This is an optimization exercise on Yosys and OpenROAD, whose aim is small area and a short achievable clock period, not a production implementation.
In this exercise RTL edits were held to simulation tests only and were not proved equivalent to the original.
The flow treats the clock pin as an ideal source, which a real chip does not have.

==> wip/umber: inputs <==
## hpif_core
module hpif_core (
    input  wire        clk,
    input  wire        rst,
    input  wire        s_valid,
    input  wire [1:0]  s,
    input  wire [7:0]  echo_mask,
    output wire        bit_valid,
    output wire        bit_val,
    output wire        bit_sync,
    output wire        m_valid,
    output wire [10:0] m,
    output wire [2:0]  m_class,
    output wire        echo,
    output wire        fault,
    input  wire        c_valid,
    input  wire [1:0]  c_kind,
    input  wire        din,
    input  wire [19:0] dev_id,
    output wire        dout,
    output wire        id_valid,
    output wire [19:0] id,
    output wire        acc_valid
);
    wire [7:0] esel;
    hpif_tap u_tap (
        .clk(clk), .rst(rst), .s_valid(s_valid), .s(s),
        .bit_valid(bit_valid), .bit_val(bit_val), .bit_sync(bit_sync),
        .m_valid(m_valid), .m(m), .m_class(m_class), .esel(esel), .fault(fault)
    );
    hpif_echo u_echo (.mask(echo_mask), .sel(esel), .echo(echo));
    hpif_device u_dev (
        .clk(clk), .rst(rst),
        .c_valid(c_valid), .c_kind(c_kind), .din(din), .dev_id(dev_id),
  ...
==> module hpif_tap, before the edit <==
module hpif_tap (
    input  wire        clk,
    input  wire        rst,
    input  wire        s_valid,
    input  wire [1:0]  s,
    output wire        bit_valid,
    output wire        bit_val,
    output wire        bit_sync,
    output reg         m_valid,
    output wire [10:0] m,
    output wire [2:0]  m_class,
    output wire [7:0]  esel,      
    output wire        fault
);
    localparam [1:0] IDLE = 2'b00, SEG = 2'b01, Z1 = 2'b11, HIT = 2'b10;
    localparam [3:0] NONE = 4'b1111, ONE = 4'b1100;    
    reg  [1:0]  zc;
    reg         fault_r;
    reg         pol;       
    reg  [3:0]  c, t2, t3;
    reg  [2:0]  mhi;       
    reg  [7:0]  mlo;       
    reg         hmk, lmk;  
    wire step  = s_valid && !fault_r;
    wire bad   = s[1] && s[0];
    wire zero  = !s[1] && !s[0];
    wire push  = step && !zero && !bad;
    wire fresh = (zc != SEG);                   
    wire same  = !fresh && (s[1] == pol);       
    function [3:0] inc;
        input [3:0] z;
        inc = {z[2:0], (z[3] | z[2]) & (!(z[3] & z[2]) | (z[1] & z[0]))};
    endfunction
    wire [3:0] c_inc  = inc(c);
    wire [3:0] t2_inc = inc(same ? t2 : c);
    wire [3:0] t3_inc = inc(same ? t3 : t2);
    always @(posedge clk) begin
        if (push) begin
            pol <= s[1];
            c   <= same ? c_inc : (fresh ? NONE : ONE);
            t2  <= fresh ? NONE : t2_inc;
            t3  <= fresh ? NONE : t3_inc;
        end
    end
    wire rec_hit  = (c != NONE);
    wire rec_sync = (t3 != NONE);
    wire symbol   = step && zero && (zc == Z1) && rec_hit;
    wire       idle     = hmk && lmk;                 
    wire       in_rest  = hmk && !lmk;                
    wire       append   = symbol && (rec_sync || !idle);
    wire       last     = !rec_sync && in_rest && mlo[7];
    always @(posedge clk) begin
        if (rst) begin
            zc      <= IDLE;
            fault_r <= 1'b0;
            hmk     <= 1'b1;
            lmk     <= 1'b1;
            m_valid <= 1'b0;
        end else begin
            m_valid <= append && last;
            if (step && bad)
                fault_r <= 1'b1;
            if (step) begin
                if (!zero)
                    zc <= SEG;
                else case (zc)
                    SEG:     zc <= Z1;
                    Z1:      zc <= rec_hit ? HIT : IDLE;
                    default: zc <= IDLE;
                endcase
            end else if (zc == HIT) begin
                zc <= IDLE;
            end
            if (append && (rec_sync || !hmk))
                {hmk, mhi} <= rec_sync ? {3'b001, pol} : {mhi, pol};
            if (append && (rec_sync || hmk))
                {lmk, mlo} <= rec_sync ? 9'b000000001 : {mlo, pol};
        end
    end
    assign bit_valid = (zc == HIT);
    assign bit_val   = pol;
    assign bit_sync  = rec_sync;
    assign m         = {mhi, mlo};
    assign m_class   = {1'b0, mhi[2] && (mhi[1] || mhi[0]), mhi[2] && (mhi[1] || !mhi[0])};
    assign fault     = fault_r;
    wire       ge3  = !fault_r && in_rest;
    assign     esel = {8{ge3}} & (8'd1 << mhi);
endmodule
clock: 22.0 ns
lec_check: 0
cap_margin: 20
core_margin: 2
core_utilization: 60
slew_margin: 20
synth_hierarchical: 1
synth_minimum_keep_size: 0
standard.sh (not shown) runs the stock make flow with config.mk's settings and CLKGATE_MAP_FILE= SYNTH_SCRIPT=/design/flow/synth_recipe.tcl, a recipe that flattens the netlist after the stock synthesis.
==> flow/flow/run.sh <==
#!/bin/bash
# The standard layout (standard.sh), with:
#  - synthesis by flow/synth_area.tcl: the standard synthesis, except that
#    ABC maps all logic but the echo AND-OR for area (flow/area.abc);
#  - port buffers of the smallest plain buffer (buf_1) instead of the delay
#    buffer buffer_ports picks by default;
#  - the clock buffered by flow/pre_cts.tcl (four clkbuf_4) instead of
#    TritonCTS's H-tree with dummy loads.
# The whole make output goes to standard.log.
set -o pipefail
here=$(pwd)
export FLOW_AREA_ABC="$here/flow/area.abc"
bash standard.sh finish \
  "SYNTH_SCRIPT=$here/flow/synth_area.tcl" \
  "BUFFER_PORTS_ARGS=-buffer_cell sky130_fd_sc_hd__buf_1" \
  "PRE_CTS_TCL=$here/flow/pre_cts.tcl" \
  "CTS_ARGS=-sink_clustering_enable -repair_clock_nets -dont_use_dummy_load" \
  > standard.log 2>&1
==> flow/flow/area.abc <==
strash
dc2
dch
amap
topo
==> flow/flow/pre_cts.tcl <==
# Clock buffering in place of TritonCTS's H-tree: the clock sinks are split
# into four groups by x position and each group is driven by its own
# clkbuf_4 at the group's centroid, fed straight from the clock port.
# clock_tree_synthesis then finds the clock already buffered and adds nothing.
set nclk 4
set cbuf sky130_fd_sc_hd__clkbuf_4
set sinks {}
foreach p [get_pins -hierarchical */CLK] {
  set inst [[sta::sta_to_db_pin $p] getInst]
  set loc [$inst getLocation]
  lappend sinks [list [lindex $loc 0] [lindex $loc 1] [get_full_name $p]]
}
set sinks [lsort -integer -index 0 $sinks]
set n [llength $sinks]
set dbu [[ord::get_db_tech] getDbUnitsPerMicron]
for {set g 0} {$g < $nclk} {incr g} {
  set lo [expr {$g * $n / $nclk}]
  set hi [expr {($g + 1) * $n / $nclk - 1}]
  set grp [lrange $sinks $lo $hi]
  set sx 0; set sy 0; set pins {}
  foreach s $grp {
    set sx [expr {$sx + [lindex $s 0]}]
    set sy [expr {$sy + [lindex $s 1]}]
    lappend pins [get_pins [lindex $s 2]]
  }
  set k [llength $grp]
  insert_buffer -buffer_cell $cbuf -net clk -load_pins $pins \
    -location [list [expr {$sx / $k / double($dbu)}] [expr {$sy / $k / double($dbu)}]] \
    -buffer_name clkbuf_g$g -net_name clknet_g$g
}
==> flow/flow/synth_area.tcl <==
# synth_recipe.tcl (the standard synthesis) with one change: ABC maps every
# module but hpif_echo for area (flow/area.abc) instead of for speed.
# hpif_echo, the only logic on the critical path (echo_mask -> echo), keeps
# the standard speed mapping. Registers are mapped by dfflibmap before ABC
# runs, so they are the standard synthesis's, with the same names.
proc synth {args} { yosys synth -nofsm -noshare {*}$args }
proc abc {args} {
  yosys abc {*}$args hpif_echo
  set i [lsearch -exact $args -script]
  set area_args [lreplace $args [expr {$i + 1}] [expr {$i + 1}] $::env(FLOW_AREA_ABC)]
  set j [lsearch -exact $area_args -D]
  if {$j >= 0} { set area_args [lreplace $area_args $j [expr {$j + 1}]] }
  yosys abc {*}$area_args hpif_core hpif_tap hpif_device
}
source $::env(SCRIPTS_DIR)/synth.tcl
# left out here: clear keep_hierarchy, flatten, clean up, hide names made inside functions, write 1_2_yosys.v
==> wip/tundra (differences from wip/umber) <==
--- a/flow/design.v
+++ b/flow/design.v
@@ -18,18 +18,18 @@
     reg         fault_r;
     reg         pol;       
     reg  [3:0]  c, t2, t3;
+    reg  [3:0]  bitoff;
     reg  [2:0]  mhi;       
     reg  [7:0]  mlo;       
-    reg         hmk, lmk;  
     wire step  = s_valid && !fault_r;
     wire bad   = s[1] && s[0];
     wire zero  = !s[1] && !s[0];
-    wire push  = step && !zero && !bad;
+    wire push  = step && (s[1] ^ s[0]);
     wire fresh = (zc != SEG);                   
     wire same  = !fresh && (s[1] == pol);       
     function [3:0] inc;
         input [3:0] z;
-        inc = {z[2:0], (z[3] | z[2]) & (!(z[3] & z[2]) | (z[1] & z[0]))};
+        inc = {z[2:0], (z[3] ^ z[2]) | (&z)};
     endfunction
     wire [3:0] c_inc  = inc(c);
     wire [3:0] t2_inc = inc(same ? t2 : c);
@@ -45,16 +45,14 @@
     wire rec_hit  = (c != NONE);
     wire rec_sync = (t3 != NONE);
     wire symbol   = step && zero && (zc == Z1) && rec_hit;
-    wire       idle     = hmk && lmk;                 
-    wire       in_rest  = hmk && !lmk;                
-    wire       append   = symbol && (rec_sync || !idle);
-    wire       last     = !rec_sync && in_rest && mlo[7];
+    wire [3:0] off_base = rec_sync ? 4'd0 : bitoff;
+    wire       append   = symbol && (rec_sync || bitoff != 4'd0);
+    wire       last     = (off_base == 4'd10);
     always @(posedge clk) begin
         if (rst) begin
             zc      <= IDLE;
             fault_r <= 1'b0;
-            hmk     <= 1'b1;
-            lmk     <= 1'b1;
+            bitoff  <= 4'd0;
             m_valid <= 1'b0;
         end else begin
             m_valid <= append && last;
@@ -71,10 +69,15 @@
             end else if (zc == HIT) begin
                 zc <= IDLE;
             end
-            if (append && (rec_sync || !hmk))
-                {hmk, mhi} <= rec_sync ? {3'b001, pol} : {mhi, pol};
-            if (append && (rec_sync || hmk))
-                {lmk, mlo} <= rec_sync ? 9'b000000001 : {mlo, pol};
+            if (append)
+                bitoff <= last ? 4'd0 : off_base + 4'd1;
+        end
+    end
+    always @(posedge clk) begin
+        if (append) begin
+            mlo <= {mlo[6:0], pol};
+            if (off_base < 4'd3)
+                mhi <= {mhi[1:0], pol};
         end
     end
     assign bit_valid = (zc == HIT);
@@ -83,7 +86,7 @@
     assign m         = {mhi, mlo};
     assign m_class   = {1'b0, mhi[2] && (mhi[1] || mhi[0]), mhi[2] && (mhi[1] || !mhi[0])};
     assign fault     = fault_r;
-    wire       ge3  = !fault_r && in_rest;
+    wire       ge3  = !fault_r && (bitoff[3] || bitoff[2] || (bitoff[1] && bitoff[0]));
     assign     esel = {8{ge3}} & (8'd1 << mhi);
 endmodule
 module hpif_echo (
==> flow/flow/run.sh (replaced) <==
#!/bin/bash
# The standard layout (standard.sh, unchanged synthesis), with:
#  - port buffers of the smallest plain buffer (buf_1) instead of the delay
#    buffer buffer_ports picks by default;
#  - no dummy loads in clock tree synthesis;
#  - gates off the critical paths downsized after global routing.
# The whole make output goes to standard.log.
set -o pipefail
bash standard.sh finish \
  "BUFFER_PORTS_ARGS=-buffer_cell sky130_fd_sc_hd__buf_1" \
  "CTS_ARGS=-sink_clustering_enable -repair_clock_nets -dont_use_dummy_load" \
  "RECOVER_POWER=100" > standard.log 2>&1
- CORE_UTILIZATION: 60 -> 40
removed: flow/flow/area.abc
removed: flow/flow/pre_cts.tcl
removed: flow/flow/synth_area.tcl
==> impl_metrics.env <==
export IMPL_multi_input_area_um2=731
export IMPL_period_share_pct=42.3
export IMPL_drv_slew=31
export IMPL_synthCells=184
export IMPL_worstHoldPathCells=0
export IMPL_status="failed layout checks"
export IMPL_wl_met3_um=311
export IMPL_vias=1640
export IMPL_rows=27
export IMPL_synth_fa_ha_area_share_pct=2.70
export IMPL_synth_simple_gate_area_share_pct=18.2
export IMPL_synth_cell_type_count=39
export IMPL_post_route_util_pct=49.2
export IMPL_failed_checks="max-capacitance violations, max-slew violations"
export IMPL_cap_violations=1
# the run above: wip/tundra

==> impl_metrics.env <==
export IMPL_vias=1528
export IMPL_multi_input_area_um2=524
export IMPL_synth_fa_ha_area_share_pct=0
export IMPL_wl_met3_um=217
export IMPL_multi_input_area_share_pct=21.4
export IMPL_drv_slew=0
export IMPL_synth_cell_type_count=27
export IMPL_antenna_left=0
export IMPL_synthCells=166
export IMPL_cap_violations=0
export IMPL_status="no timing/DRC/antenna violations"
export IMPL_async_flop_share_pct=0
export IMPL_worstHoldPathCells=2
export IMPL_rows=21
export IMPL_post_route_util_pct=73.9
export IMPL_final_cell_mix="buf_1, edfxtp_1, nor2_1"
export IMPL_ctsHoldBuffers=0
# the run above: wip/umber

[afterwards: timing with drivers on the ports]
In the flow no input, the clock included, has a driving cell. The finished layouts below were timed again as built, in two steps. Step 1: set_driving_cell puts a clkbuf_16 on clk and a buf_2 on each other input, an assumption about the parent block. Step 2 times the ports against the registers' clock, not the clock port: input delays grow and output delays shrink by t, the midpoint of the rising clock arrivals with the driver on. Three values: no drivers, after step 1, after step 2; two values: the first two.
run	shift t [ns]	setup slack, ns	clock arrival spread, ns
wip/umber	0.209	12.674 / 12.650 / 12.650	0.012 / 0.012
wip/tundra	0.322	12.701 / 12.680 / 12.680	0.017 / 0.016
For wip/umber, which loses most, drivers alone change the setup slack by -0.024 ns; drivers and shift together by -0.024 ns.
